This design comes from an exercise in tuning for small area, a short achievable clock period and few clock cycles on the open sky130 flow, not from production work.
At most, simulation tests tie the RTL to the original design; equivalence was not proved.
Only the layout flow was run in run 2; the RTL was not checked for function there.
Power figures rest on the tool's default switching activity, not on a simulated workload.

==> design.v <==
module bsb_dtvalid (
    input  wire       leap,
    input  wire [7:0] mon,
    input  wire [7:0] day,
    input  wire [7:0] hour,
    input  wire [7:0] min,
    input  wire [7:0] sec,
    output wire       valid
);
    wire m30 = (mon == 8'd4) || (mon == 8'd6) || (mon == 8'd9) || (mon == 8'd11);
    wire feb = (mon == 8'd2);
    wire day_ok = (day <= 8'd28) || (day == 8'd29 && (!feb || leap)) ||
                  (day == 8'd30 && !feb) || (day == 8'd31 && !feb && !m30);
    assign valid = (mon >= 8'd1) && (mon <= 8'd12) &&
                   (day >= 8'd1) && day_ok &&
                   (hour <= 8'd23) && (min <= 8'd59) && (sec <= 8'd59);
endmodule
module bsb_leap16 (
    input  wire [15:0] y,
    output wire        leap
);
    wire signed [10:0] s = $signed({3'd0, y[9:5], 3'd0}) - $signed({6'd0, y[9:5]}) +
                           $signed({6'd0, y[4:0]}) - $signed({5'd0, y[15:10]});
    wire d25 = (s == -11'sd50) || (s == -11'sd25) || (s == 11'sd0) || (s == 11'sd25) ||
               (s == 11'sd50) || (s == 11'sd75) || (s == 11'sd100) || (s == 11'sd125) ||
               (s == 11'sd150) || (s == 11'sd175) || (s == 11'sd200) || (s == 11'sd225);
    assign leap = (y[1:0] == 2'd0) && (!d25 || (y[3:2] == 2'd0));
endmodule
module bsb_fenc (
    input  wire        clk,
    input  wire        rst,
    input  wire        go,
    input  wire [3:0]  p1,      
    input  wire [2:0]  g_in,    
    input  wire        pz,      
    input  wire        neg,
    input  wire [32:0] m0,
    input  wire [31:0] mag,
    input  wire [15:0] d,
    input  wire [31:0] den,
    output wire        idle,
    output wire        fin,     
    output wire        ovf,
    output wire [15:0] q16
);
    localparam F_IDLE = 3'd0, F_MUL = 3'd1, F_NORM = 3'd2, F_DIV = 3'd3, F_RND = 3'd4;
    reg [2:0]  st;
    reg [3:0]  cnt;
    reg        first;
    reg        sgn;
    reg [47:0] x;       
    reg         b_neg, b_two, b_one;
    wire [33:0] dext   = {17'd0, d, 1'b0};
    wire [3:0]  cnt_nx = cnt - 4'd1;
    wire [2:0]  grp_nx = dext[{cnt_nx, 1'b0} +: 3];
    wire [32:0] mm    = b_two ? {mag, 1'b0} : (b_one ? {1'b0, mag} : 33'd0);
    wire [47:0] addend = {15'd0, mm} ^ {48{b_neg}};
    wire [47:0] x_mul = {x[45:0], 2'b00} + addend + {47'd0, b_neg};
    function [5:0] bitlen32;
        input [31:0] v;
        integer k;
        begin
            bitlen32 = 6'd0;
            for (k = 0; k < 32; k = k + 1)
                if (v[k]) bitlen32 = k + 1;
        end
    endfunction
    wire [5:0]  bl_a = bitlen32(mag);
    wire [5:0]  bl_b = bitlen32({16'd0, d});
    wire [5:0]  bl_c = bitlen32(den);
    wire [6:0]  bl_ab = {1'b0, bl_a} + {1'b0, bl_b};
    wire        e_ovf = (bl_ab >= {1'b0, bl_c} + 7'd18);    
    wire        e_q0  = (bl_ab + 7'd2 <= {1'b0, bl_c});     
    reg         e_ovf_r, e_q0_r, second;
    wire        efin  = (st == F_MUL) && second && (e_ovf_r || e_q0_r);
    wire        big  = (x[47:16] >= den);                        
    wire        lt0  = (x[47:32] == 16'd0) && (x[31:0] < den);   
    wire        lt8  = (x[47:40] == 8'd0) && (x[39:8] < den);    
    wire        den1 = (den == 32'd1);                           
    wire [32:0] sa   = {x[47:16], x[15] & (st != F_RND)};
    wire [33:0] ta   = {1'b0, sa} - {2'b00, den};
    wire        qa   = ~ta[33];
    wire [31:0] ra   = qa ? ta[31:0] : sa[31:0];
    wire [15:0] qt   = x[15:0];
    wire        half = qa;
    wire        tie  = ({x[47:16], 1'b0} == {1'b0, den});
    wire        up   = half & (~tie | qt[0]);
    wire        ovf_p = qt[15] | ((&qt[14:0]) & up);
    wire        ovf_n = qt[15] & ((|qt[14:0]) | up);
    wire [15:0] qs   = qt ^ {16{sgn}};
    wire [15:0] qs1  = qs + 16'd1;
    wire [15:0] q_r  = (up ^ sgn) ? qs1 : qs;
    wire        nfin = (st == F_NORM) && big;
    assign idle = (st == F_IDLE);
    assign fin  = efin || nfin || (st == F_RND);
    assign ovf  = (st == F_MUL) ? e_ovf_r : (st == F_NORM) ? big : (sgn ? ovf_n : ovf_p);
    assign q16  = (st == F_MUL) ? 16'd0 : q_r;
    always @(posedge clk) begin
        case (st)
            F_MUL:   x <= x_mul;
            F_NORM:  x <= lt0    ? {x[31:0], 16'd0} :
                        den1   ? {32'd0, x[15:0]} :
                        lt8    ? {x[39:0], 8'd0}  : {ra, x[14:0], qa};
            F_DIV:   x <= {ra, x[14:0], qa};
            default: x <= {15'd0, m0};
        endcase
        if (rst) begin
            st  <= F_IDLE;
        end else begin
            case (st)
                F_IDLE: begin
                    first <= 1'b1;
                    second <= 1'b0;
                    b_neg <= g_in[2] & ~(g_in[1] & g_in[0]);
                    b_two <= (g_in == 3'b011) || (g_in == 3'b100);
                    b_one <= g_in[1] ^ g_in[0];
                    if (go) begin
                        cnt <= p1;
                        sgn <= neg;
                        st  <= pz ? F_NORM : F_MUL;
                    end
                end
                F_MUL: begin
                    first   <= 1'b0;
                    second  <= first;
                    e_ovf_r <= e_ovf;
                    e_q0_r  <= e_q0;
                    b_neg <= grp_nx[2] & ~(grp_nx[1] & grp_nx[0]);
                    b_two <= (grp_nx == 3'b011) || (grp_nx == 3'b100);
                    b_one <= grp_nx[1] ^ grp_nx[0];
                    cnt <= cnt_nx;
                    if (efin)            st <= F_IDLE;
                    else if (cnt == 4'd0) st <= F_NORM;
                end
                F_NORM: begin
                    cnt <= lt8 ? 4'd7 : 4'd14;
                    st  <= nfin ? F_IDLE : (lt0 || den1) ? F_RND : F_DIV;
                end
                F_DIV: begin
                    cnt <= cnt - 4'd1;
                    if (cnt == 4'd0) st <= F_RND;
                end
                default: st <= F_IDLE;
            endcase
        end
    end
endmodule
module bsb_pcodec (
    input  wire        clk,
    input  wire        rst,
    input  wire        start,
    input  wire        op,         
    input  wire [2:0]  tag,
    input  wire [15:0] div,
    input  wire [7:0]  plen,
    input  wire [95:0] pay_in,
    input  wire [7:0]  v_flag,
    input  wire [31:0] v_int,
    input  wire [31:0] v_mnum,
    input  wire [31:0] v_mden,
    input  wire [15:0] v_year,
    input  wire [7:0]  v_mon,
    input  wire [7:0]  v_day,
    input  wire [7:0]  v_wday,
    input  wire [7:0]  v_hour,
    input  wire [7:0]  v_min,
    input  wire [7:0]  v_sec,
    input  wire [7:0]  v_trail,
    input  wire [1:0]  v_sn,
    input  wire        v_smark,
    input  wire [20:0] v_sh,
    input  wire [23:0] v_sm,
    input  wire [23:0] v_eh,
    input  wire [23:0] v_em,
    output wire        ready,
    output reg         done,
    output wire [7:0]  err,
    output wire [2:0]  o_tag,
    output wire [7:0]  o_flag,
    output wire [31:0] o_int,
    output wire [31:0] o_mnum,
    output wire [31:0] o_mden,
    output wire [15:0] o_year,
    output wire [7:0]  o_mon,
    output wire [7:0]  o_day,
    output wire [7:0]  o_wday,
    output wire [7:0]  o_hour,
    output wire [7:0]  o_min,
    output wire [7:0]  o_sec,
    output wire [7:0]  o_trail,
    output wire [1:0]  o_sn,
    output wire        o_smark,
    output wire [20:0] o_sh,
    output wire [23:0] o_sm,
    output wire [23:0] o_eh,
    output wire [23:0] o_em,
    output wire [95:0] o_pay,
    output wire [7:0]  o_plen
);
    localparam [2:0] E_OK = 3'd0, E_UNK = 3'd1, E_SHORT = 3'd2, E_DT = 3'd3,
                     E_RANGE = 3'd4, E_ILL = 3'd7;
    reg [95:0] r;         
    reg [2:0]  r_err;
    reg [2:0]  r_tag;
    reg [3:0]  r_s;       
    wire [7:0] pb0 = pay_in[7:0];
    wire [7:0] pb1 = pay_in[15:8];
    wire [7:0] pb2 = pay_in[23:16];
    wire [7:0] pb3 = pay_in[31:24];
    wire [7:0] pb4 = pay_in[39:32];
    wire [7:0] pb5 = pay_in[47:40];
    wire [7:0] pb6 = pay_in[55:48];
    wire [7:0] pb7 = pay_in[63:56];
    wire [7:0] pb8 = pay_in[71:64];
    wire        f_idle, f_fin, f_ovf;
    wire [15:0] f_q;
    assign ready = f_idle & ~dt_pend;
    wire acc  = start & ready;
    wire e_dt = acc & op & (tag == 3'd3);
    wire f_go = acc & op & (tag == 3'd2) & (div != 16'd0) & (v_mden != 32'd0);
    reg [3:0] f_p1;
    reg       f_two;
    always @(*) begin
        f_two = 1'b0;
        if (div[15])          begin f_p1 = 4'd7; end
        else if (div[14])     begin f_p1 = 4'd6; f_two = div[13]; end
        else if (div[13])     begin f_p1 = 4'd6; end
        else if (div[12])     begin f_p1 = 4'd5; f_two = div[11]; end
        else if (div[11])     begin f_p1 = 4'd5; end
        else if (div[10])     begin f_p1 = 4'd4; f_two = div[9]; end
        else if (div[9])      begin f_p1 = 4'd4; end
        else if (div[8])      begin f_p1 = 4'd3; f_two = div[7]; end
        else if (div[7])      begin f_p1 = 4'd3; end
        else if (div[6])      begin f_p1 = 4'd2; f_two = div[5]; end
        else if (div[5])      begin f_p1 = 4'd2; end
        else if (div[4])      begin f_p1 = 4'd1; f_two = div[3]; end
        else if (div[3])      begin f_p1 = 4'd1; end
        else if (div[2])      begin f_p1 = 4'd0; f_two = div[1]; end
        else if (div[1])      begin f_p1 = 4'd0; end
        else                  begin f_p1 = 4'd0; end
    end
    wire f_pz = (div[15:1] == 15'd0);
    wire [33:0] f_dext = {17'd0, div, 1'b0};
    wire [2:0]  f_g = f_dext[{f_p1, 1'b0} +: 3];    
    wire [31:0] mv = v_mnum;
    reg  [31:0] mor;      
    reg  [7:0]  gor, gpre;
    integer gi, gk;
    always @(*) begin
        for (gi = 0; gi < 8; gi = gi + 1) gor[gi] = |mv[4*gi +: 4];
        gpre = gor;
        for (gk = 1; gk < 8; gk = gk * 2)
            for (gi = 7; gi >= gk; gi = gi - 1) gpre[gi] = gpre[gi] | gpre[gi-gk];
        mor[0] = mv[0];
        mor[1] = |mv[1:0];
        mor[2] = |mv[2:0];
        mor[3] = gpre[0];
        for (gi = 1; gi < 8; gi = gi + 1) begin
            mor[4*gi]     = mv[4*gi]         | gpre[gi-1];
            mor[4*gi + 1] = (|mv[4*gi +: 2]) | gpre[gi-1];
            mor[4*gi + 2] = (|mv[4*gi +: 3]) | gpre[gi-1];
            mor[4*gi + 3] = gpre[gi];
        end
    end
    wire [31:0] mag = mv ^ ({32{mv[31]}} & {mor[30:0], 1'b0});
    wire [32:0] f_m0 = f_two ? {mag, 1'b0} : {1'b0, mag};
    bsb_fenc u_fenc (
        .clk(clk), .rst(rst), .go(f_go), .p1(f_p1), .g_in(f_g), .pz(f_pz), .neg(v_mnum[31]), .m0(f_m0),
        .mag(r[63:32]), .d(r[23:8]), .den(r[95:64]),
        .idle(f_idle), .fin(f_fin), .ovf(f_ovf), .q16(f_q)
    );
    wire leap_d = (pb1[1:0] == 2'd0) && (pb1 != 8'd0) && (pb1 != 8'd200);
    wire dt_ok;
    bsb_dtvalid u_dt (
        .leap(leap_d), .mon(pb2), .day(pb3), .hour(pb5), .min(pb6), .sec(pb7),
        .valid(dt_ok)
    );
    wire [7:0] year_off = v_year[7:0] - 8'h6C;
    reg  dt_pend;
    wire [15:0] ry = r[95:80];
    wire leap_r, dt_ok_r;
    bsb_leap16 u_leap (.y(ry), .leap(leap_r));
    bsb_dtvalid u_dt_r (
        .leap(leap_r), .mon(r[23:16]), .day(r[31:24]), .hour(r[47:40]),
        .min(r[55:48]), .sec(r[63:56]), .valid(dt_ok_r)
    );
    wire year_ok_r = (ry[15:8] == 8'h07 && ry[7:0] >= 8'h6C) ||
                     (ry[15:8] == 8'h08 && ry[7:0] <= 8'h6B);
    wire [2:0] c_dt = !dt_ok_r ? E_DT : !year_ok_r ? E_RANGE : E_OK;
    wire d_en0 = (plen >= 8'd4);
    wire d_en1 = (plen >= 8'd8) && !pb0[7];
    wire d_en2 = (plen >= 8'd12) && !pb0[7] && !pb4[7];
    wire d_mark = (d_en0 && pb0[7]) || (d_en1 && pb4[7]) || (d_en2 && pb8[7]);
    wire [1:0] d_n = d_en2 ? 2'd3 : d_en1 ? 2'd2 : d_en0 ? 2'd1 : 2'd0;
    wire d_short = (plen < 8'd4) ||
                   (!pb0[7] && plen > 8'd4 && plen < 8'd8) ||
                   (!pb0[7] && !pb4[7] && plen > 8'd8 && plen < 8'd12);
    wire e_en0 = (v_sn != 2'd0);
    wire e_en1 = v_sn[1];
    wire e_en2 = (v_sn == 2'd3);
    wire [95:0] e_sch = {
        v_em[23:16], v_eh[23:16], v_sm[23:16], v_smark && (v_sn == 2'd3), v_sh[20:14],
        v_em[15:8],  v_eh[15:8],  v_sm[15:8],  v_smark && (v_sn == 2'd2), v_sh[13:7],
        v_em[7:0],   v_eh[7:0],   v_sm[7:0],   v_smark && (v_sn == 2'd1), v_sh[6:0]};
    wire [95:0] sch_src = op ? e_sch : pay_in;
    wire en0 = op ? e_en0 : d_en0;
    wire en1 = op ? e_en1 : d_en1;
    wire en2 = op ? e_en2 : d_en2;
    wire [95:0] sch = sch_src & {{32{en2}}, {32{en1}}, {32{en0}}};
    wire [8:0] dy = {1'b0, pb1} + 9'h06C;    
    reg [3:0] e_plen;
    always @(*) begin
        case (tag)
            3'd3:    e_plen = 4'd9;
            3'd4:    e_plen = v_smark ? 4'd12 : {v_sn, 2'b00};
            3'd5:    e_plen = 4'd2;
            default: e_plen = 4'd3;
        endcase
    end
    reg [95:0] cap;
    always @(*) begin
        cap = pay_in;
        if (tag == 3'd4) begin
            cap = sch;
        end else if (!op) begin
            case (tag)
                3'd2: cap[39:24] = div;
                3'd3: cap[15:8]  = dy[7:0];            
                3'd5: cap[23:8]  = {pb1, 8'd0};        
                default: ;
            endcase
        end else begin
            case (tag)
                3'd2:    cap = {v_mden, mag, 8'd0, div, v_flag};
                3'd3:    cap = {v_year, 8'd0, v_trail, v_sec, v_min, v_hour, v_wday, v_day,
                                v_mon, year_off, v_flag};
                3'd5:    cap = {72'd0, v_int[7:0], v_int[7:0], v_flag};
                default: cap = {72'd0, v_int[7:0], v_int[15:8], v_flag};
            endcase
        end
    end
    reg [2:0] c;
    always @(*) begin
        c = E_OK;
        if (tag[2:1] == 2'b11) c = E_UNK;
        else if (!op) begin
            case (tag)
                3'd0, 3'd1: if (plen < 8'd3) c = E_SHORT;
                3'd2: if (div == 16'd0) c = E_ILL;
                      else if (plen < 8'd3) c = E_SHORT;
                3'd3: if (plen < 8'd9) c = E_SHORT;
                      else if (!dt_ok) c = E_DT;
                3'd4: if (d_short) c = E_SHORT;
                default: if (plen < 8'd2) c = E_SHORT;
            endcase
        end else begin
            case (tag)
                3'd0, 3'd1: if (v_int[31:15] != {17{v_int[15]}}) c = E_RANGE;
                3'd2: if (div == 16'd0) c = E_ILL;
                      else if (v_mden == 32'd0) c = E_RANGE;
                3'd3: ;    
                3'd4: if (v_sn == 2'd0) c = E_RANGE;
                default: if (v_int[31:8] != 24'd0) c = E_RANGE;
            endcase
        end
    end
    always @(posedge clk) begin
        if (rst) begin
            done    <= 1'b0;
            dt_pend <= 1'b0;
        end else begin
            done    <= (acc && !f_go && !e_dt) || f_fin || dt_pend;
            dt_pend <= e_dt;
            if (acc) begin
                r       <= cap;
                r_err   <= c;
                r_tag   <= tag;
                r_s     <= op ? e_plen : {dy[8], d_mark, d_n};
            end else if (f_fin) begin
                r[23:8] <= {f_q[7:0], f_q[15:8]};
                r_err   <= f_ovf ? E_RANGE : E_OK;
            end else if (dt_pend) begin
                r_err   <= c_dt;
            end
        end
    end
    assign err     = {{4{r_err[2] & r_err[1]}}, r_err[2], r_err[1] | r_err[0], r_err[1], r_err[0]};
    assign o_tag   = r_tag;
    assign o_flag  = r[7:0];
    assign o_int   = {{16{r[15]}}, r[15:8], r[23:16]};
    assign o_mnum  = o_int;
    assign o_mden  = {16'd0, r[39:24]};
    assign o_year  = {4'd0, r_s[3], {3{~r_s[3]}}, r[15:8]};
    assign o_mon   = r[23:16];
    assign o_day   = r[31:24];
    assign o_wday  = r[39:32];
    assign o_hour  = r[47:40];
    assign o_min   = r[55:48];
    assign o_sec   = r[63:56];
    assign o_trail = r[71:64];
    assign o_sn    = r_s[1:0];
    assign o_smark = r_s[2];
    assign o_sh    = {r[70:64], r[38:32], r[6:0]};
    assign o_sm    = {r[79:72], r[47:40], r[15:8]};
    assign o_eh    = {r[87:80], r[55:48], r[23:16]};
    assign o_em    = {r[95:88], r[63:56], r[31:24]};
    assign o_pay   = r;
    assign o_plen  = {4'd0, r_s};
endmodule
==> flow/run.sh <==
#!/bin/bash
# The standard layout, with the port buffers made of the smallest buffer cell
# (sky130_fd_sc_hd__buf_1) instead of the one buffer_ports picks by default.
set -euo pipefail
bash standard.sh "BUFFER_PORTS_ARGS=-buffer_cell sky130_fd_sc_hd__buf_1" finish > standard_flow.log 2>&1
==> standard.sh <==
#!/bin/bash
# synth_recipe.tcl (not shown) runs the flow's synth.tcl, then flattens the netlist and writes it again
# the make line also repeats each setting of config.mk as NAME=value (left out here)
make -C /OpenROAD-flow-scripts/flow DESIGN_CONFIG=/design/flow/config.mk WORK_HOME=/design/flow/orfs CLKGATE_MAP_FILE= SYNTH_SCRIPT=/design/flow/synth_recipe.tcl "${@:-finish}"
==> config.mk <==
export PLATFORM = sky130hd
export DESIGN_NAME = bsb_pcodec
export DESIGN_NICKNAME = bsb_pcodec
export VERILOG_FILES = /design/flow/design.v
export SDC_FILE = /design/flow/constraint.sdc
export NUM_CORES = 4
export LEC_CHECK = 0
export CAP_MARGIN = 20
export CORE_MARGIN = 2
export CORE_UTILIZATION = 40
export SETUP_SLACK_MARGIN = 5
export SLEW_MARGIN = 20
==> constraint.sdc <==
create_clock -name core_clock -period 10.0 [get_ports {clk}]
set_input_delay 2.0000 -clock core_clock [delete_from_list [all_inputs] [get_ports {clk}]]
set_output_delay 2.0000 -clock core_clock [all_outputs]
set_load 0.01 [all_outputs]
==> results of run 1 <==
state kept, by name, summed over array words and instances (netlist names), 3 cells and up:
register and flops:
u_fenc.st 3, u_fenc.x 48, u_fenc.cnt 4, r_s 4
r_err 3, r 96, r_tag 3
synth_stat cells, types with 8 or more instances:
cell type / number
and3_1: 45
inv_1: 107
buf_1: 25
a21o_1: 84
nor3_1: 53
a211o_1: 19
nor4_1: 46
a211oi_1: 35
nand4_1: 47
xnor2_1: 103
xor2_1: 61
nor2b_1: 34
nand3_1: 58
nor3b_1: 14
and2_1: 20
edfxtp_1: 134
o22ai_1: 51
or4_1: 11
or2_2: 19
nor2_1: 231
nand2_1: 308
nand2b_1: 28
o21ai_0: 271
a31oi_1: 37
ha_1: 218
o211ai_1: 29
o221ai_1: 21
a21oi_1: 355
o21a_1: 33
a22o_1: 8
dfxtp_1: 37
a221oi_1: 28
a22oi_1: 87
a21boi_0: 8
clkbuf_1: 175
o31ai_1: 20
a221o_1: 9
or3_1: 32
mux2_2: 14
buf_4: 278
o21bai_1: 20
and4_1: 13
a311oi_1: 14
mux2i_1: 89
power by group:
group	switching, mW	total, mW	internal, mW	leakage [nW]
sequential	0.592	1.62	1.03	1.58
clock	0.374	0.748	0.374	0.287
combinational	3.77	6.11	2.34	9.25
through the flow:
step / power (mW) / cells
2_1_floorplan: 5.82 / 3498
3_3_place_gp: 7.45 / 4676
3_5_place_dp: 7.45 / 4676
4_1_cts: 8.23 / 4709
5_1_grt: 9.02 / 4734
6_report: 8.47 / 4749
critical path, delay by kind of cell (launching register included):
kind | cells | cell delay [ns]
adder cells (fa/ha/maj) | 1 | 0.40
AND/OR/NAND/NOR | 6 | 1.83
buffers and inverters | 3 | 0.99
flip-flops | 1 | 0.66
AO/OA/AOI/OAI | 3 | 0.95
timing repair:
item | in CTS | in global routing
endpoints found under the setup margin | 33 | 67
resized for setup | 4 | 18
hold buffers | 0 | 0
gates cloned | 0 | 1
buffers inserted | 1 | 16
pin swaps | 2 | 2
per-layer routing:
layer | up-vias | GRT usage, % | wire [um]
li1 | 13496 | - | -
met1 | 14560 | 54.9 | 58500
met2 | 2146 | 53.7 | 55900
met3 | 313 | 18.2 | 21700
met4 | 32 | 13.2 | 4640
met5 | - | 2.64 | 460
worst paths after layout:
| check | endpoint | slack (ns) |
|---|---|---|
| setup / recovery | u_fenc.x[43] | 5.05 |
| hold / removal | u_fenc.second | 0.56 |
| setup reg to reg | u_fenc.x[43] | 5.05 |
| hold reg to reg | u_fenc.second | 0.56 |
cell type report:
cell class,instances,area (um2)
inverters,108,413
repair buffers,828,3370
diodes,23,57.6
flip-flops and latches,171,4760
multi-input cells,2732,18300
well taps,855,1070
clock inverters,11,106
fillers,6840,36000
clock buffers,21,482
cell families (layout without fill, tap and decap cells):
family | Yosys count | count (layout)
flip-flops | 171 | 171
other | 2 | 48
AND/OR/NAND/NOR | 988 | 989
multiplexers | 108 | 108
XOR/XNOR | 164 | 164
buffers and inverters | 596 | 968
AO/OA/AOI/OAI | 1220 | 1220
adder cells (fa/ha/maj) | 226 | 226
==> impl_metrics.json, run 1 <==
{
  "fin_ws_ns": 5.05,
  "synthAdderAreaFrac_pct": 11.0,
  "io_pins": 788,
  "track_usage_pct": 39.8,
  "p_leak_nw": 11.1,
  "synth_compound_area_share_pct": 29.6,
  "final_cell_mix": "759 x buf_1, 351 x a21oi_1, 303 x nand2_1, 267 x o21ai_0, 224 x nor2_1",
  "via_count": 30547,
  "clock_sinks": 171,
  "area_growth_pct": 9.22,
  "worstMarginPinSlew_ns": 1.05,
  "antenna_found_initial": 37,
  "r2r_start": "r[91]",
  "setup_viol": 0,
  "portBuffers": 763,
  "ant_nets": 0,
  "drc_errors": 0,
  "place_hpwl_mm": 113,
  "hold_slack_ns": 0.564,
  "yosys_warnings": 2,
  "async_reset_ff_share_pct": 0,
  "cp-startpoint": "r[91]",
  "syn_inst": 3475,
  "core_area_um2": 64600,
  "final_common_cell": "buf_1",
  "fin_util_pct": 44.2,
  "drt_iter0_drc": 4554,
  "final_net_count": 4482,
  "fin_crit_sh_pct": 49.5,
  "synth_top_area_cell": "edfxtp_1",
  "cts-buffers-inserted": 17,
  "yosys_register_bits": 171,
  "place_area_um2": 27700,
  "cts_tree": "yes",
  "cts_buffer_depth": 2,
  "maxSlewViolCount": 0,
  "vdd_drop_max_mv": 0.180,
  "cp-end-kind": "flop",
  "syn_area_um2": 26200,
  "hp-start": "u_fenc.first",
  "crit_fanout": 32,
  "synth_top_family_by_area": "compound AO/OA/AOI/OAI gates",
  "muxShareOfSynthArea_pct": 4.44,
  "htreeDepth": 4,
  "synth_ff_type": "edfxtp_1",
  "synth-seq-area-share_pct": 18.2,
  "powerDensity_nw_per_um2": 297,
  "die_w_um": 260,
  "holdCritPathClass": "reg -> reg",
  "synth_edf_count": 134,
  "start_util_pct": 40.5,
  "dr.pass1.iters": 9,
  "min_path_cells": 1,
  "die_h_um": 260,
  "critPathLaunchType": "flop",
  "status": "complete, no violations",
  "synthSimpleGateAreaFrac_pct": 18.5,
  "synthTopCellsByArea": "edfxtp_1 15%, ha_1 10%, buf_4 8.0%",
  "path_class": "reg -> reg",
  "fmax_mhz": 202,
  "synthXorXnorAreaFrac_pct": 5.49,
  "via_per_inst": 6.43,
  "cts_root_buf": "clkbuf_16",
  "routed_wl_mm": 141,
  "fin_area_um2": 28600,
  "synth_cell_types": 88,
  "place_congestion": 1.06,
  "avgSynthCellArea_um2": 7.53,
  "insertion_delay_ns": 0.53,
  "yosysTopAreaCellShare_pct": 15.4,
  "setup_tns_ns": 0,
  "overflow": 0,
  "preCtsSetupSlack_ns": 4.15,
  "placementRows": 93,
  "worstRegToRegCells": 13,
  "fin_crit_ns": 4.95,
  "die_area_um2": 67500,
  "grt_max_degree": 84,
  "cp.arrival_ns": 5.41,
  "grt_first_pass_wirelength_mm": 193,
  "clk_pin_slew_ns": 0.07,
  "wl_per_cell_um": 29.7,
  "cp_cell_sequence": "inv_1, ha_1, nand4_1, nor4bb_1, nand2_1, o41a_1, buf_4, or3_1, o21ai_2, buf_4, nand2_1, o221ai_1, or3_1",
  "fin_skew_ns": 0.0284,
  "max_stage_delay_ns": 0.66,
  "grt_setup_unrepaired": "yes",
  "slowest_stage": "edfxtp_1",
  "slew_headroom_pct": 29.8,
  "grt_pass1_vias": 26521,
  "final_hold_viol_count": 0,
  "drv_cap": 0,
  "layout-drive-gt1-share_pct": 4.88,
  "crit_required_ns": 10.46
}
Testbench counts, summed over its fixed seeds: cycles 37,804.
==> inputs of run 2 (changes only) <==
--- a/design.v
+++ b/design.v
@@ -60,7 +60,14 @@
         input [31:0] v;
-        integer k;
+        reg h16, h8, h4, h2, h1;
+        reg [15:0] v16;
+        reg [7:0]  v8;
+        reg [3:0]  v4;
+        reg [1:0]  v2;
         begin
-            bitlen32 = 6'd0;
-            for (k = 0; k < 32; k = k + 1)
-                if (v[k]) bitlen32 = k + 1;
+            h16 = |v[31:16]; v16 = h16 ? v[31:16] : v[15:0];
+            h8  = |v16[15:8]; v8 = h8 ? v16[15:8] : v16[7:0];
+            h4  = |v8[7:4];   v4 = h4 ? v8[7:4]   : v8[3:0];
+            h2  = |v4[3:2];   v2 = h2 ? v4[3:2]   : v4[1:0];
+            h1  = v2[1];
+            bitlen32 = (|v) ? {1'b0, h16, h8, h4, h2, h1} + 6'd1 : 6'd0;
         end
==> run 2 against run 1 <==
Still clean. Register-to-register slack worse by 0.05 ns. Sequential share of layout area down 0.19 points. Clock-buffer cell count down 3. Worst hold slack better by 0.037 ns. Critical endpoint is now r_err[1]. Largest cell class unchanged. Largest power group unchanged.
==> impl_metrics.json, run 2 <==
{
  "core_area_um2": 64500,
  "holdCritPathClass": "reg -> reg",
  "overflow": 0,
  "regMostFlops": "r",
  "setup_tns_ns": 0,
  "min_path_cells": 1,
  "drc_errors": 0,
  "slew_headroom_pct": 26.9,
  "multi_input_area_um2": 18500,
  "drv_cap": 0,
  "htreeDepth": 4,
  "powerDensity_nw_per_um2": 164,
  "critPathMostFrequentCell": "o21ai_0",
  "critPathLaunchType": "input pin",
  "grt_pass1_vias": 26776,
  "io_pins": 788,
  "clock_sinks": 171,
  "fin_ws_ns": 4.97,
  "fin_util_pct": 44.8,
  "hold_end": "u_fenc.second",
  "clk_pin_slew_ns": 0.08,
  "fillers": 6915,
  "synth_edf_count": 134,
  "r2r_start": "r[50]",
  "async_reset_ff_share_pct": 0,
  "final_common_cell": "buf_1",
  "hp-start": "u_fenc.first",
  "cp_cell_sequence": "buf_1, or4_1, a2111oi_0, o21ai_0, nor4_1, o31ai_1, o21ai_0, a21oi_1, o221ai_1, o21ai_0",
  "power_mw": 4.73,
  "worstRegToRegCells": 25,
  "top_regs": "r: 96 flops, u_fenc.x: 48 flops",
  "synthTopCellsByArea": "edfxtp_1 15%, ha_1 11%, buf_4 8.0%",
  "place_hpwl_mm": 113,
  "via_per_inst": 6.43,
  "portBuffers": 763,
  "ant_nets": 0,
  "final_hold_viol_count": 0,
  "cts_hold_buffers": 0,
  "cts_root_buf": "clkbuf_16",
  "syn_inst": 3462,
  "layout-drive-gt1-share_pct": 5.66,
  "fin_crit_ns": 5.03,
  "cts-buffers-inserted": 17,
  "fin_skew_ns": 0.0219,
  "fin_crit_sh_pct": 50.3,
  "wl_per_cell_um": 29.5,
  "grt_setup_unrepaired": "yes",
  "ff2ff_setup_slack_ns": 5.00,
  "status": "complete, no violations",
  "area_growth_pct": 10.7,
  "final_cell_mix": "760 x buf_1, 332 x nand2_1, 315 x a21oi_1, 274 x o21ai_0, 218 x ha_1",
  "vdd_drop_max_mv": 0.124,
  "worstMarginPinSlew_ns": 1.07,
  "drt_iter0_drc": 4358,
  "maxSlewViolCount": 0,
  "slowest_stage": "a2111oi_0",
  "synth-seq-area-share_pct": 18.2,
  "die_w_um": 260,
  "grt_max_degree": 84,
  "max_stage_delay_ns": 0.92,
  "routed_wl_mm": 141,
  "synth_top_area_cell": "edfxtp_1",
  "rr_endpoint": "u_fenc.e_q0_r",
  "cp-end-kind": "flop",
  "p_leak_nw": 11.1,
  "antenna_found_initial": 39,
  "fmax_mhz": 199,
  "largest_reg_flops": 96,
  "via_count": 30652,
  "start_util_pct": 40.5,
  "avgSynthCellArea_um2": 7.54,
  "syn_area_um2": 26100,
  "crit_fanout": 2,
  "hold_slack_ns": 0.601,
  "cts_buffer_depth": 2,
  "placementRows": 93,
  "preCtsSetupSlack_ns": 4.25,
  "yosys_register_bits": 171,
  "yosysTopAreaCellShare_pct": 15.4,
  "synth_cell_types": 95,
  "crit_required_ns": 10.22,
  "track_usage_pct": 39.8,
  "insertion_delay_ns": 0.51,
  "synth_commonest_cells": "334 x nand2_1, 323 x a21oi_1, 281 x o21ai_0",
  "cts_tree": "yes",
  "cp.arrival_ns": 5.25,
  "dr.pass1.iters": 7,
  "setup_viol": 0,
  "die_h_um": 260,
  "seq_area_um2": 4760,
  "grt_first_pass_wirelength_mm": 194,
  "yosys_warnings": 2,
  "yosysMostFrequentCell": "nand2_1",
  "final_net_count": 4499,
  "path_class": "in -> reg",
  "place_congestion": 1.04,
  "synth_ff_type": "edfxtp_1",
  "die_area_um2": 67300
}
==> run 2: cell types whose count changed after synthesis, moves of 9 or more <==
cell      delta
a211oi_1    +14
a221o_1     +10
a21oi_1     -32
mux2_2      -11
nand2_1     +26
a21o_1      -14
nor2_1      -10
inv_1       -10
nand3_1     +37
mux2i_1      -9
o21ai_0     +10
==> run 2: worst max-delay path by stage <==
| stage | startpoint | endpoint | slack, ns | cells past startpoint |
|---|---|---|---|---|
| global route | r[48] | u_fenc.e_q0_r | 4.83 | 24 |
| floorplan | r[63] | u_fenc.e_q0_r | 5.02 | 24 |
| detailed placement | r[63] | u_fenc.e_q0_r | 4.25 | 24 |
| finish | pay_in[47] | r_err[1] | 4.97 | 10 |
| CTS | r[54] | u_fenc.e_q0_r | 5.00 | 24 |
| global placement | r[63] | u_fenc.e_q0_r | 4.22 | 24 |
==> run 2: routing by layer <==
metal,GRT usage (%),up-vias,part of all wire [%]
met5,3.35,-,0.32
met1,53.1,14620,40
met3,18.0,288,15
li1,-,13560,-
met4,14.1,26,4.0
met2,55.6,2158,41
==> run 2: power breakdown <==
group	internal [mW]	total [mW]	switching [mW]
logic	1.08	2.87	1.80
clock network	0.348	0.706	0.358
registers	0.874	1.15	0.275
total	2.30	4.73	2.43
==> run 2: worst max-delay path, delay by kind of cell <==
family,cells,cell delay [ns]
and+or+nand+nor,2,0.95
buffers and inverters,1,0.09
AOI/OAI and AO/OA,7,2.21
==> run 2: stage by stage <==
stage,instances,instance area [um2]
after floorplan,3485,26200
after global placement,4665,27700
after detailed placement,4665,27700
after CTS,4712,28500
after global routing,4749,28900
final,4766,28900
==> run 2: cell type report <==
cell class	count	area share, %
Sequential cell	171	16.5
Timing Repair Buffer	854	12.3
Multi-Input combinational cell	2731	64.0
Antenna cell	26	0.225
Tap cell	855	3.70
Inverter	98	1.29
Clock buffer	18	1.49
Clock inverter	13	0.455
==> run 2: kinds of logic (layout without fill, tap and decap cells) <==
| family | count (synthesis) | after routing | share of synthesized area [%] |
|---|---|---|---|
| AOI/OAI and AO/OA | 1197 | 1197 | 29.6 |
| and+or+nand+nor | 1026 | 1026 | 19.2 |
| buffers and inverters | 583 | 983 | 12.5 |
| adders and majority gates | 227 | 227 | 11.1 |
| DFF | 171 | 171 | 18.2 |
| xor gates and xnor gates | 166 | 166 | 5.57 |
| muxes | 90 | 90 | 3.80 |
| other | 2 | 51 | 0.0288 |
==> run 2: what timing repair did <==
| item | 4_1_cts | 5_1_grt |
|---|---|---|
| resized for setup | 21 | 34 |
| cloned | 1 | 0 |
| setup endpoints to repair | 4 | 17 |
| pin swaps | 4 | 14 |
| setup buffers | 15 | 28 |
==> inputs of run 3 (changes only) <==
--- a/design.v
+++ b/design.v
@@ -60,14 +60,7 @@
         input [31:0] v;
-        reg h16, h8, h4, h2, h1;
-        reg [15:0] v16;
-        reg [7:0]  v8;
-        reg [3:0]  v4;
-        reg [1:0]  v2;
+        integer k;
         begin
-            h16 = |v[31:16]; v16 = h16 ? v[31:16] : v[15:0];
-            h8  = |v16[15:8]; v8 = h8 ? v16[15:8] : v16[7:0];
-            h4  = |v8[7:4];   v4 = h4 ? v8[7:4]   : v8[3:0];
-            h2  = |v4[3:2];   v2 = h2 ? v4[3:2]   : v4[1:0];
-            h1  = v2[1];
-            bitlen32 = (|v) ? {1'b0, h16, h8, h4, h2, h1} + 6'd1 : 6'd0;
+            bitlen32 = 6'd0;
+            for (k = 0; k < 32; k = k + 1)
+                if (v[k]) bitlen32 = k + 1;
         end
==> flow/run.sh (replaced) <==
#!/bin/bash
# The standard layout with two changes to how it is made:
#  - the port buffers use the smallest buffer cell (sky130_fd_sc_hd__buf_1);
#  - timing repair aims 5.5 ns below the clock period (SETUP_SLACK_MARGIN).
set -euo pipefail
bash standard.sh "BUFFER_PORTS_ARGS=-buffer_cell sky130_fd_sc_hd__buf_1" \
    "SETUP_SLACK_MARGIN=5.5" finish > standard_flow.log 2>&1
--- a/config.mk
+++ b/config.mk
@@ -10,3 +10,2 @@
 export CORE_UTILIZATION = 40
-export SETUP_SLACK_MARGIN = 5
 export SLEW_MARGIN = 20
==> run 3 against run 2 <==
Area after synthesis up 0.17%. Critical path depth rose by 2. Clock-buffer cell count decreased by 1. Core utilization up 1.2 points. Worst hold slack worse by 0.024 ns. Routed wire length grew 0.62%. Via count grew 0.28%. Fmax rose by 6.3%. Worst setup slack improved by 0.30 ns. Highest routed layer unchanged.
==> impl_metrics.json, run 3 <==
{
  "ff2ff_setup_slack_ns": 5.60,
  "crit_fanout": 6,
  "drv_cap": 0,
  "switchingPower_mw": 4.79,
  "io_pins": 788,
  "track_usage_pct": 39.7,
  "cts_root_buf": "clkbuf_16",
  "via_per_inst": 6.37,
  "final_cell_mix": "752 x buf_1, 334 x a21oi_1, 290 x nand2_1, 250 x o21ai_0, 220 x nor2_1",
  "grt_setup_unrepaired": "yes",
  "cp.arrival_ns": 5.12,
  "largest_reg_flops": 96,
  "syn_inst": 3475,
  "portBuffers": 763,
  "regMostFlops": "r",
  "core_area_um2": 64600,
  "holdCritPathClass": "reg -> reg",
  "hold_end": "u_fenc.second",
  "combPwrFrac_pct": 74.1,
  "fin_crit_sh_pct": 47.3,
  "dp_cells": 4687,
  "power.share.switching_pct": 54.8,
  "yosys_warnings": 2,
  "syn_area_um2": 26200,
  "placementRows": 93,
  "internal_power_mw": 3.95,
  "place_area_um2": 27900,
  "min_path_cells": 1,
  "fillers": 6753,
  "p_leak_nw": 11.6,
  "seq_area_um2": 4770,
  "cts_buffer_depth": 2,
  "drc_errors": 0,
  "die_w_um": 260,
  "place_congestion": 1.09,
  "area_growth_pct": 13.7,
  "slew_headroom_pct": 8.36,
  "ant_nets": 0,
  "cts_tree": "yes",
  "critPathLaunchType": "input pin",
  "critPathMostFrequentCell": "or3_4",
  "status": "complete, no violations",
  "grt_max_degree": 70,
  "routed_wl_mm": 142,
  "place_hpwl_mm": 112,
  "rr_endpoint": "u_fenc.e_q0_r",
  "die_h_um": 260,
  "crit_required_ns": 10.39,
  "fin_area_um2": 29700,
  "r2r_start": "r[32]",
  "slowest_stage": "or4b_4",
  "grt_pass1_vias": 26676,
  "layout-drive-gt1-share_pct": 9.00,
  "power_mw": 8.74,
  "clock_sinks": 171,
  "synth-seq-area-share_pct": 18.2,
  "fin_cells": 4824,
  "p_clk_share_pct": 9.0,
  "yosysTopAreaCellShare_pct": 15.4,
  "htreeDepth": 4,
  "clk_pin_slew_ns": 0.07,
  "final_common_cell": "buf_1",
  "cts_hold_buffers": 0,
  "wl_per_cell_um": 29.4,
  "powerDensity_nw_per_um2": 294,
  "die_area_um2": 67500,
  "max_stage_delay_ns": 0.57,
  "synth_top_area_cell": "edfxtp_1",
  "path_class": "in -> reg",
  "cts-buffers-inserted": 17,
  "async_reset_ff_share_pct": 0,
  "overflow": 0,
  "fmax_mhz": 211,
  "worstMarginPinSlew_ns": 1.36,
  "synth_commonest_cells": "355 x a21oi_1, 308 x nand2_1, 278 x buf_4",
  "power_frac_seq_pct": 16.9,
  "setup_tns_ns": 0,
  "top_regs": "r: 96 flops, u_fenc.x: 48 flops",
  "worstRegToRegCells": 22,
  "dr.pass1.iters": 9,
  "grt_first_pass_wirelength_mm": 194,
  "drt_iter0_drc": 4358,
  "final_net_count": 4554,
  "synth_cell_types": 88,
  "cp_cell_sequence": "buf_6, or4_4, or4b_4, or3_4, or3_4, or3_4, buf_4, a21oi_2, a21oi_1, o21ai_1, a21oi_1, a211o_1",
  "start_util_pct": 40.5,
  "multi_input_area_um2": 18800,
  "maxSlewViolCount": 0,
  "yosysMostFrequentCell": "a21oi_1",
  "setup_viol": 0,
  "cp-end-kind": "flop",
  "synth_ff_type": "edfxtp_1",
  "antenna_found_initial": 35,
  "yosys_register_bits": 171,
  "via_count": 30739,
  "avgSynthCellArea_um2": 7.53,
  "hp-start": "u_fenc.first",
  "insertion_delay_ns": 0.51,
  "final_hold_viol_count": 0,
  "fin_crit_ns": 4.73,
  "synthTopCellsByArea": "edfxtp_1 15%, ha_1 10%, buf_4 8.0%",
  "synth_edf_count": 134,
  "vdd_drop_max_mv": 0.179,
  "fin_skew_ns": 0.0175
}
==> run 3: changes by cell type in the layout (fill, tap and decap cells not counted), moves of 14 or more <==
cell and delta:
o21ai_0 -24, a21o_1 +15, nand2_1 -42, a21oi_1 +19, nand3_1 -39, buf_4 +42, a211oi_1 -14
==> run 3: timing repair <==
item                                    CTS  global route
pin swaps                                12            43
cloned                                    1             2
endpoints found under the setup margin   86            62
setup buffers                            39            37
resized for setup                        57            84
==> run 3: area by class of cell <==
class,instances,share of cell area (%)
clock inverters,15,0.694
flip-flops and latches,171,16.0
diodes,26,0.219
multi-input cells,2734,63.4
repair buffers,898,13.2
inverters,108,1.38
well taps,855,3.60
clock buffers,17,1.43
==> run 3: power by group through the flow <==
stage          combinational (mW)  clock (mW)  sequential (mW)
2_1_floorplan                4.52           0             1.30
3_3_place_gp                 5.93           0             1.51
3_5_place_dp                 5.94           0             1.51
4_1_cts                      6.11       0.786             1.46
5_1_grt                      7.01       0.810             1.47
6_report                     6.47       0.783             1.48
==> run 3: kinds of logic after synthesis <==
| family | count (synthesis) | share of synthesized area, % |
|---|---|---|
| buffers and inverters | 596 | 12.7 |
| other | 2 | 0.0287 |
| and+or+nand+nor | 988 | 18.5 |
| DFF | 171 | 18.2 |
| AOI/OAI and AO/OA | 1220 | 29.6 |
| xor gates and xnor gates | 164 | 5.49 |
| adders and majority gates | 226 | 11.0 |
| muxes | 108 | 4.44 |
==> run 3: metal layers <==
layer	vias up	global-route usage, %	part of all wire [%]
met1	14672	54.9	41
met3	251	18.9	16
met5	-	2.64	0.27
met4	14	12.0	3.0
met2	2163	53.6	40
li1	13639	-	-
==> run 3: worst max-delay path by stage <==
stage | endpoint | cells after the start | start | slack [ns]
3_3_place_gp | u_fenc.x[46] | 14 | u_fenc.b_two | 4.38
6_report | u_fenc.x[23] | 12 | v_mnum[3] | 5.27
5_1_grt | r[62] | 11 | v_mnum[12] | 5.19
2_1_floorplan | r[62] | 13 | v_mnum[0] | 4.70
3_5_place_dp | u_fenc.x[46] | 14 | u_fenc.b_two | 4.32
4_1_cts | r[61] | 11 | v_mnum[3] | 5.34
==> run 3: critical path, delay by kind of cell <==
| family | cells | cell delay, ns |
|---|---|---|
| and+or+nand+nor | 5 | 2.24 |
| AOI/OAI and AO/OA | 5 | 0.62 |
| buffers and inverters | 2 | 0.25 |
==> run 3: stage by stage <==
stage                     hold WS (ns)  setup slack (ns)  utilization, %
after CTS                        0.578              5.34            44.9
after floorplan                  0.512              4.70               -
after global placement           0.553              4.38            43.1
final                            0.577              5.27            46.0
after detailed placement         0.558              4.32            43.1
after global routing             0.581              5.19            45.9
Testbench counts of run 3, summed over its fixed seeds: cycles 37,804.
==> inputs of run 4 (changes only) <==
--- a/config.mk
+++ b/config.mk
@@ -9,3 +9,3 @@
 export CORE_MARGIN = 2
-export CORE_UTILIZATION = 40
+export CORE_UTILIZATION = 50
 export SLEW_MARGIN = 20
==> run 4 against run 3 <==
Still clean on timing, DRC and antenna. Via count rose by 12%. Cell count fell by 3.4%. Core utilization rose by 12 points. Die area fell by 20%. Area after synthesis did not move. Critical path depth fell by 1. Critical path type unchanged.
==> impl_metrics.json, run 4 <==
{
  "yosys_register_bits": 171,
  "min_path_cells": 1,
  "setup_viol": 0,
  "switchingPower_mw": 5.47,
  "largest_reg_flops": 96,
  "p_leak_nw": 11.6,
  "wl_met3_mm": 32.3,
  "power.share.switching_pct": 57.9,
  "die_w_um": 233,
  "cp.arrival_ns": 4.97,
  "final_common_cell": "buf_1",
  "worstMarginPinSlew_ns": 1.35,
  "fin_area_um2": 29700,
  "met2WireLength_mm": 64.4,
  "cts_tree": "yes",
  "yosysTopAreaCellShare_pct": 15.4,
  "layout-drive-gt1-share_pct": 9.29,
  "via_count": 34332,
  "fin_crit_sh_pct": 46.9,
  "portBuffers": 763,
  "htreeDepth": 4,
  "regMostFlops": "r",
  "grt_max_degree": 91,
  "grt_pass1_vias": 29854,
  "synth_ff_type": "edfxtp_1",
  "async_reset_ff_share_pct": 0,
  "cts_root_buf": "clkbuf_16",
  "combPwrFrac_pct": 75.2,
  "synth_edf_count": 134,
  "top_regs": "r: 96 flops, u_fenc.x: 48 flops",
  "start_util_pct": 50.8,
  "syn_area_um2": 26200,
  "routed_wl_mm": 172,
  "die_area_um2": 54200,
  "power_frac_seq_pct": 16.9,
  "io_pins": 788,
  "cts_buffer_depth": 2,
  "synthTopCellsByArea": "edfxtp_1 15%, ha_1 10%, buf_4 8.0%",
  "p_clk_share_pct": 8.0,
  "rr_endpoint": "u_fenc.e_q0_r",
  "synth_cell_types": 88,
  "track_usage_pct": 60.6,
  "synth-seq-area-share_pct": 18.2,
  "maxSlewViolCount": 0,
  "setup_tns_ns": 0,
  "fin_skew_ns": 0.0177,
  "clk_pin_slew_ns": 0.08,
  "powerDensity_nw_per_um2": 318,
  "ff2ff_setup_slack_ns": 5.40,
  "final_hold_viol_count": 0,
  "grt_setup_unrepaired": "yes",
  "avgSynthCellArea_um2": 7.53,
  "hold_end": "u_fenc.second",
  "worstRegToRegCells": 23,
  "drt_iter0_drc": 6153,
  "fin_ws_ns": 5.31,
  "fin_cells": 4658,
  "final_cell_mix": "751 x buf_1, 335 x a21oi_1, 295 x nand2_1, 244 x o21ai_0, 222 x nor2_1",
  "antenna_found_initial": 44,
  "hp-start": "u_fenc.first",
  "holdCritPathClass": "reg -> reg",
  "crit_required_ns": 10.27,
  "status": "complete, no violations",
  "met1_length_mm": 54.8,
  "dp_cells": 4513,
  "dr.pass1.iters": 12,
  "final_net_count": 4551,
  "vdd_drop_max_mv": 0.191,
  "die_h_um": 233,
  "via_per_inst": 7.37,
  "fmax_mhz": 213,
  "insertion_delay_ns": 0.53,
  "placementRows": 83,
  "clock_sinks": 171,
  "preCtsSetupSlack_ns": 4.30,
  "place_area_um2": 27700,
  "place_congestion": 1.15,
  "fillers": 4877,
  "fin_crit_ns": 4.69,
  "slew_headroom_pct": 10.1,
  "syn_inst": 3475,
  "grt_first_pass_wirelength_mm": 228,
  "place_hpwl_mm": 133,
  "cts-buffers-inserted": 17,
  "cp-end-kind": "flop",
  "crit_fanout": 7,
  "yosysMostFrequentCell": "a21oi_1",
  "top_layer_used": "met5",
  "drv_cap": 0,
  "fin_util_pct": 57.8,
  "overflow": 0,
  "core_area_um2": 51500,
  "drc_errors": 0,
  "synth_commonest_cells": "355 x a21oi_1, 308 x nand2_1, 278 x buf_4",
  "internal_power_mw": 3.98,
  "yosys_warnings": 2,
  "wl_per_cell_um": 37.0,
  "path_class": "in -> reg",
  "ant_nets": 0,
  "synth_top_area_cell": "edfxtp_1",
  "area_growth_pct": 13.7,
  "r2r_start": "r[32]",
  "cts_hold_buffers": 0,
  "critPathLaunchType": "input pin"
}
==> run 4: cell types whose count changed in the layout (fill, tap and decap cells not counted), sizes merged <==
cell      previous run  this run
buf                892       890
bufinv               4         2
clkbuf              23        26
clkinv               4         3
clkinvlp             2         5
diode               26        39
inv                113       111
nor2b               36        34
or2                 20        19
==> run 4: worst max path at each step <==
stage	from	slack (ns)	cells after the start	end
after global placement	v_mnum[1]	4.37	11	r[61]
after floorplan	v_mnum[0]	4.70	13	r[62]
final	v_mnum[12]	5.31	11	r[62]
after CTS	v_mnum[3]	5.33	11	r[62]
after global routing	v_mnum[3]	5.24	12	r[61]
after detailed placement	v_mnum[1]	4.30	11	r[62]
==> run 4: layer usage <==
layer | GRT usage, % | vias to the layer above
met5 | 6.16 | -
met2 | 80.0 | 3600
met4 | 54.5 | 22
met1 | 67.0 | 15995
li1 | - | 13634
met3 | 35.9 | 1081
==> run 4: cell type report <==
cell class / instances / area [um2] / area share [%]
flip-flops and latches: 171 / 4770 / 16.0
diodes: 39 / 97.6 / 0.328
multi-input cells: 2731 / 19000 / 63.7
inverters: 108 / 425 / 1.43
repair buffers: 898 / 4060 / 13.6
clock inverters: 13 / 156 / 0.526
well taps: 680 / 851 / 2.86
clock buffers: 18 / 429 / 1.44
==> run 4: per-stage QoR <==
stage | power [mW] | hold WS, ns
finish | 9.45 | 0.593
global route | 9.73 | 0.608
CTS | 8.68 | 0.590
detailed placement | 7.80 | 0.570
global placement | 7.67 | 0.538
floorplan | 5.82 | 0.512
==> run 4: kinds of logic after synthesis <==
kind of cell	after synthesis	share of synthesized area (%)
AO/OA/AOI/OAI	1220	29.6
flip-flops	171	18.2
multiplexers	108	4.44
XOR/XNOR	164	5.49
AND/OR/NAND/NOR	988	18.5
adder cells (fa/ha/maj)	226	11.0
buffers and inverters	596	12.7
other	2	0.0287
==> run 4: power by group through the flow <==
stage	logic (mW)	registers, mW	clock network [mW]
floorplan	4.52	1.30	0
global placement	6.12	1.55	0
detailed placement	6.24	1.55	0
CTS	6.42	1.52	0.742
global route	7.41	1.55	0.762
finish	7.10	1.59	0.755
==> run 4: repair_timing <==
action,4_1_cts,5_1_grt
buffers inserted,32,40
resized for setup,88,104
cloned,0,2
setup endpoints to repair,99,79
pin swaps,10,40
==> run 4: worst max-delay path, stage by stage <==
cell and delay [ns]:
clkbuf_2 0.14, or4_4 0.57, or3_4 0.40, or4_4 0.52, or3_4 0.37, or3_4 0.38, nand2b_4 0.17, nand2_4 0.07
xnor2_2 0.08, mux2i_1 0.18, o21ai_1 0.08
==> inputs of run 5 (changes only) <==
--- a/config.mk
+++ b/config.mk
@@ -9,3 +9,3 @@
 export CORE_MARGIN = 2
-export CORE_UTILIZATION = 50
+export CORE_UTILIZATION = 45
 export SLEW_MARGIN = 20
==> run 5 against run 4 <==
Still clean. Design area shrank 0.66%. Sequential share of layout area up 0.10 points. Register-to-register slack better by 0.16 ns. Critical path type unchanged. Worst setup slack better by 0.029 ns. Worst hold slack worse by 0.022 ns. Synthesized cell count did not move. Routed wire length decreased by 5.7%.
==> impl_metrics.json, run 5 <==
{
  "cp_cell_sequence": "buf_6, or4_4, or4b_4, or4_4, or3_4, or3_4, nand2b_4, nand2_4, xnor2_2, mux2i_1, o21ai_1",
  "regMostFlops": "r",
  "yosys_register_bits": 171,
  "slowest_stage": "or4_4",
  "place_hpwl_mm": 130,
  "fin_crit_sh_pct": 46.6,
  "top_regs": "r: 96 flops, u_fenc.x: 48 flops",
  "syn_inst": 3475,
  "grt_setup_unrepaired": "yes",
  "insertion_delay_ns": 0.53,
  "vdd_drop_max_mv": 0.218,
  "synthXorXnorAreaFrac_pct": 5.49,
  "layout-drive-gt1-share_pct": 8.81,
  "overflow": 0,
  "synthTopCellsByArea": "edfxtp_1 15%, ha_1 10%, buf_4 8.0%",
  "routed_wl_mm": 163,
  "cts_buffer_depth": 2,
  "r2r_start": "r[83]",
  "cts_root_buf": "clkbuf_16",
  "antenna_found_initial": 46,
  "synthSimpleGateAreaFrac_pct": 18.5,
  "track_usage_pct": 51.8,
  "max_stage_delay_ns": 0.53,
  "drt_iter0_drc": 5175,
  "drv_cap": 0,
  "fmax_mhz": 214,
  "fin_skew_ns": 0.0190,
  "slew_headroom_pct": 17.0,
  "cts-buffers-inserted": 17,
  "synth_top_area_cell": "edfxtp_1",
  "start_util_pct": 45.4,
  "ant_nets": 0,
  "crit_fanout": 6,
  "maxSlewViolCount": 0,
  "status": "complete, no violations",
  "cp-startpoint": "v_mnum[3]",
  "seq_area_um2": 4770,
  "die_area_um2": 60100,
  "die_w_um": 245,
  "synth_cell_types": 88,
  "syn_area_um2": 26200,
  "rr_endpoint": "u_fenc.x[27]",
  "async_reset_ff_share_pct": 0,
  "setup_viol": 0,
  "synth_commonest_cells": "355 x a21oi_1, 308 x nand2_1, 278 x buf_4",
  "yosys_warnings": 2,
  "via_per_inst": 6.73,
  "cts_tree": "yes",
  "synth_ff_type": "edfxtp_1",
  "final_net_count": 4559,
  "synthAdderAreaFrac_pct": 11.0,
  "core_area_um2": 57600,
  "cp.arrival_ns": 4.92,
  "holdCritPathClass": "reg -> reg",
  "htreeDepth": 4,
  "io_pins": 788,
  "drc_errors": 0,
  "grt_max_degree": 68,
  "clk_pin_slew_ns": 0.08,
  "critPathLaunchType": "input pin",
  "avgSynthCellArea_um2": 7.53,
  "worstMarginPinSlew_ns": 1.24,
  "fin_crit_ns": 4.66,
  "crit_required_ns": 10.26,
  "hold_slack_ns": 0.571,
  "p_leak_nw": 11.6,
  "grt_first_pass_wirelength_mm": 216,
  "area_growth_pct": 13.0,
  "powerDensity_nw_per_um2": 303,
  "dr.pass1.iters": 6,
  "worstRegToRegCells": 13,
  "cp-end-kind": "flop",
  "final_cell_mix": "751 x buf_1, 337 x a21oi_1, 297 x nand2_1, 248 x o21ai_0, 224 x nor2_1",
  "synth_top_family_by_area": "compound AO/OA/AOI/OAI gates",
  "synth-seq-area-share_pct": 18.2,
  "wl_per_cell_um": 34.3,
  "ff2ff_setup_slack_ns": 5.56,
  "final_common_cell": "buf_1",
  "setup_tns_ns": 0,
  "multi_input_area_um2": 18700,
  "synth_edf_count": 134,
  "yosysTopAreaCellShare_pct": 15.4,
  "fillers": 5962,
  "final_hold_viol_count": 0,
  "die_h_um": 245,
  "portBuffers": 763,
  "muxShareOfSynthArea_pct": 4.44,
  "via_count": 31943,
  "place_congestion": 1.09,
  "synth_compound_area_share_pct": 29.6,
  "placementRows": 88,
  "yosysMostFrequentCell": "a21oi_1",
  "largest_reg_flops": 96,
  "clock_sinks": 171,
  "endpoint": "r[62]",
  "path_class": "in -> reg",
  "grt_pass1_vias": 26866
}
run 5: cell families after synthesis:
| kind of cell | Yosys count |
|---|---|
| other | 2 |
| buffers and inverters | 596 |
| AO/OA/AOI/OAI | 1220 |
| adder cells (fa/ha/maj) | 226 |
| XOR/XNOR | 164 |
| multiplexers | 108 |
| AND/OR/NAND/NOR | 988 |
| flip-flops | 171 |
run 5: per-layer routing:
metal	vias up	track usage, %	share of wire [%]
met5	-	0	0.077
met3	505	27.8	17
met2	2620	69.1	39
met4	22	29.4	6.8
met1	15153	65.4	37
li1	13643	-	-
run 5: power by group:
| group | switching, mW | internal [mW] |
|---|---|---|
| logic | 4.29 | 2.50 |
| clock network | 0.372 | 0.343 |
| registers | 0.421 | 1.03 |
run 5: critical path, delay by kind of cell:
kind | cells | cell delay [ns]
AOI/OAI and AO/OA | 1 | 0.07
xor gates and xnor gates | 1 | 0.07
buffers and inverters | 1 | 0.10
muxes | 1 | 0.16
and+or+nand+nor | 7 | 2.53
run 5: worst min path at each step:
| stage | startpoint | end | slack (ns) | depth (start not counted) |
|---|---|---|---|---|
| global route | u_fenc.first | u_fenc.second | 0.57 | 1 |
| global placement | u_fenc.first | u_fenc.second | 0.54 | 1 |
| floorplan | dt_pend | done | 0.51 | 2 |
| finish | u_fenc.first | u_fenc.second | 0.57 | 1 |
| CTS | u_fenc.first | u_fenc.second | 0.56 | 1 |
| detailed placement | u_fenc.first | u_fenc.second | 0.54 | 1 |
run 5: cell type report:
type                            count  area share, %
Inverter                          108           1.46
Sequential cell                   171           16.1
Clock inverter                     14          0.411
Tap cell                          765           3.24
Timing Repair Buffer              904           13.6
Antenna cell                       33          0.279
Clock buffer                       18           1.45
Multi-Input combinational cell   2733           63.4
run 5: per-stage QoR:
| step | setup slack [ns] | cells | power [mW] | utilization (%) | cell area, um2 |
|---|---|---|---|---|---|
| final | 5.34 | 4746 | 8.96 | 51.3 | 29600 |
| after global placement | 4.32 | 4604 | 7.75 | 48.3 | 27800 |
| after global routing | 5.27 | 4728 | 9.39 | 51.2 | 29500 |
| after detailed placement | 4.29 | 4604 | 7.69 | 48.3 | 27800 |
| after floorplan | 4.70 | 3498 | 5.82 | - | 26400 |
| after CTS | 5.38 | 4665 | 8.54 | 50.0 | 28800 |
run 5: what timing repair did:
item                       CTS  global route
hold buffers                 0             0
cloned                       2             0
setup endpoints to repair   81            88
gates resized for setup     47            89
buffers inserted            27            47
pin swaps                    9             8
==> inputs of run 6 (changes only) <==
==> flow/run.sh (replaced) <==
#!/bin/bash
# The standard layout with two changes to how it is made:
#  - the port buffers use the smallest buffer cell (sky130_fd_sc_hd__buf_1);
#  - timing repair aims 5.75 ns below the clock period (SETUP_SLACK_MARGIN).
set -euo pipefail
bash standard.sh "BUFFER_PORTS_ARGS=-buffer_cell sky130_fd_sc_hd__buf_1" \
    "SETUP_SLACK_MARGIN=5.75" finish > standard_flow.log 2>&1
--- a/config.mk
+++ b/config.mk
@@ -9,3 +9,3 @@
 export CORE_MARGIN = 2
-export CORE_UTILIZATION = 45
+export CORE_UTILIZATION = 40
 export SLEW_MARGIN = 20
==> run 6 against run 5 <==
Flip-flop and latch count unchanged. Clock-buffer cell count shrank 1. Combinational power is 3.8% lower. Worst setup slack got worse by 0.060 ns. Synthesized cell count stayed put. Clock power increased by 7.6%. Global-route usage fell by 11 points. First-iteration DRC count down 9.0%. Area after synthesis unchanged. Non-clock buffer count did not move. Die area increased by 12%. Register-to-register slack gained 0.12 ns. Highest routed layer unchanged.
==> impl_metrics.json, run 6 <==
{
  "portBuffers": 763,
  "syn_inst": 3475,
  "grt_max_degree": 72,
  "setup_tns_ns": 0,
  "final_hold_viol_count": 0,
  "path_class": "in -> reg",
  "cp.arrival_ns": 4.98,
  "drt_iter0_drc": 4707,
  "cp-end-kind": "flop",
  "fin_skew_ns": 0.0136,
  "maxSlewViolCount": 0,
  "synthTopCellsByArea": "edfxtp_1 15%, ha_1 10%, buf_4 8.0%",
  "clock_sinks": 171,
  "htreeDepth": 4,
  "synth-seq-area-share_pct": 18.2,
  "drv_cap": 0,
  "synth_cell_types": 88,
  "fmax_mhz": 212,
  "grt_first_pass_wirelength_mm": 199,
  "crit_fanout": 6,
  "final_cell_mix": "743 x buf_1, 329 x a21oi_1, 292 x nand2_1, 231 x o21ai_0, 222 x nor2_1",
  "die_w_um": 260,
  "powerDensity_nw_per_um2": 294,
  "io_pins": 788,
  "cts_buffer_depth": 2,
  "fin_crit_sh_pct": 47.2,
  "yosys_register_bits": 171,
  "worstMarginPinSlew_ns": 1.06,
  "clk_pin_slew_ns": 0.08,
  "die_h_um": 260,
  "grt_pass1_vias": 26849,
  "core_area_um2": 64600,
  "antenna_found_initial": 23,
  "p_leak_nw": 11.8,
  "die_area_um2": 67500,
  "place_congestion": 1.04,
  "vdd_drop_max_mv": 0.190,
  "wl_per_cell_um": 30.2,
  "yosysMostFrequentCell": "a21oi_1",
  "place_hpwl_mm": 114,
  "via_count": 30880,
  "start_util_pct": 40.5,
  "overflow": 0,
  "regMostFlops": "r",
  "cts_tree": "yes",
  "area_growth_pct": 15.6,
  "async_reset_ff_share_pct": 0,
  "final_common_cell": "buf_1",
  "synth_ff_type": "edfxtp_1",
  "track_usage_pct": 40.9,
  "holdCritPathClass": "reg -> reg",
  "via_per_inst": 6.41,
  "layout-drive-gt1-share_pct": 10.6,
  "synth_edf_count": 134,
  "dr.pass1.iters": 8,
  "fin_crit_ns": 4.72,
  "setup_viol": 0,
  "top_regs": "r: 96 flops, u_fenc.x: 48 flops",
  "final_net_count": 4561,
  "cts-buffers-inserted": 17,
  "fin_area_um2": 30200,
  "largest_reg_flops": 96,
  "cts_root_buf": "clkbuf_16",
  "yosys_warnings": 2,
  "placementRows": 93,
  "crit_required_ns": 10.25,
  "slew_headroom_pct": 28.7,
  "yosysTopAreaCellShare_pct": 15.4,
  "avgSynthCellArea_um2": 7.53,
  "insertion_delay_ns": 0.51,
  "status": "complete, no violations",
  "grt_setup_unrepaired": "yes",
  "ant_nets": 0,
  "cts_hold_buffers": 0,
  "synth_commonest_cells": "355 x a21oi_1, 308 x nand2_1, 278 x buf_4",
  "synth_top_area_cell": "edfxtp_1",
  "drc_errors": 0,
  "routed_wl_mm": 146,
  "syn_area_um2": 26200,
  "place_area_um2": 27800,
  "critPathLaunchType": "input pin"
}
==> run 6: cell counts after synthesis <==
Identical to the previous run, type by type.
==> run 6: timing repair <==
| item | in CTS | in global routing |
|---|---|---|
| setup buffers | 59 | 34 |
| endpoints found under the setup margin | 150 | 169 |
| gates cloned | 2 | 3 |
| pin swaps | 41 | 49 |
| gates resized for setup | 124 | 124 |
| hold endpoints to repair | 0 | 0 |
==> run 6: cell type report <==
class | count | area, um2
clock buffers | 17 | 425
multi-input cells | 2735 | 19200
well taps | 855 | 1070
repair buffers | 904 | 4140
diodes | 15 | 37.5
fillers | 6747 | 34300
flip-flops and latches | 171 | 4770
clock inverters | 15 | 185
inverters | 108 | 427
==> run 6: metrics by stage <==
| stage | power, mW | util (%) | hold WS [ns] | std cells | worst slack (ns) |
|---|---|---|---|---|---|
| after floorplan | 5.82 | - | 0.512 | 3498 | 4.70 |
| after global placement | 7.46 | 43.1 | 0.550 | 4674 | 4.33 |
| after detailed placement | 7.45 | 43.1 | 0.557 | 4674 | 4.29 |
| after CTS | 8.41 | 45.5 | 0.578 | 4767 | 5.27 |
| after global routing | 9.45 | 46.8 | 0.615 | 4806 | 5.18 |
| final | 8.89 | 46.8 | 0.585 | 4820 | 5.28 |
==> run 6: final timing paths <==
check,slack (ns),start,cells after the start,end
worst max-delay path,5.28,v_mnum[3],11,r[62]
worst min-delay path,0.59,u_fenc.first,1,u_fenc.second
worst max register to register,5.68,r[32],22,u_fenc.e_q0_r
worst min register to register,0.59,u_fenc.first,1,u_fenc.second
==> run 6: cells by family (layout without fill, tap and decap cells) <==
group                    Yosys count  count (layout)  synth area share (%)
AO/OA/AOI/OAI                   1220            1220                  29.6
XOR/XNOR                         164             164                  5.49
adder cells (fa/ha/maj)          226             226                  11.0
buffers and inverters            596            1044                  12.7
flip-flops                       171             171                  18.2
multiplexers                     108             108                  4.44
other                              2              40                0.0287
AND/OR/NAND/NOR                  988             992                  18.5
==> run 6: routing by layer <==
| layer | wire length [um] | vias up | GRT usage (%) |
|---|---|---|---|
| li1 | - | 13642 | - |
| met1 | 60400 | 14831 | 57.3 |
| met3 | 22600 | 264 | 18.7 |
| met4 | 4430 | 24 | 11.7 |
| met2 | 57900 | 2119 | 55.3 |
| met5 | 327 | - | 1.57 |
==> run 6: critical path: stages <==
cell      delay [ns]
buf_6           0.09
or4_4           0.53
or4b_4          0.58
or4_4           0.46
or3_4           0.35
or3_4           0.42
nand2b_4        0.16
nand2_2         0.08
xnor2_2         0.07
mux2i_1         0.15
o21ai_1         0.08
==> run 6: report_power, final <==
group	internal [mW]	switching [mW]
sequential	1.03	0.558
combinational	2.56	3.97
clock	0.398	0.369

[separate check: timing with driven ports]
The results above use ideal ports. As a check the final layouts listed here were re-extracted and re-timed, cells and wires unchanged. Step 1 (the two cells are an assumption about what drives the block):
set clk [get_ports {clk}]
set_driving_cell -lib_cell sky130_fd_sc_hd__clkbuf_16 $clk
set_driving_cell -lib_cell sky130_fd_sc_hd__buf_2 [delete_from_list [all_inputs] $clk]
Step 2 also shifts input and output timing later by t, the mid clock arrival at the registers, as if the neighbouring blocks saw the same clock. Three values: no drivers, after step 1, after step 2; two values: the first two.
| run | shift t [ns] | setup WS [ns] | worst register clock-pin slew, ns | worst slew at a driven data input, ns |
|---|---|---|---|---|
| run 1 | 0.591 | 5.053 / 5.053 / 4.516 | 0.10 / 0.10 | 0.24 |
| run 2 | 0.573 | 4.972 / 5.001 / 4.448 | 0.09 / 0.09 | 0.29 |
| run 3 | 0.571 | 5.269 / 5.236 / 4.665 | 0.08 / 0.08 | 0.25 |
| run 4 | 0.593 | 5.307 / 5.331 / 4.738 | 0.08 / 0.08 | 0.34 |
| run 5 | 0.587 | 5.336 / 5.345 / 4.759 | 0.08 / 0.08 | 0.33 |
| run 6 | 0.578 | 5.276 / 5.256 / 4.678 | 0.08 / 0.08 | 0.24 |
After both steps every run listed still meets setup and hold. The setup slack of run 3, which loses most, moves by -0.033 ns with the drivers and by -0.604 ns with both steps.
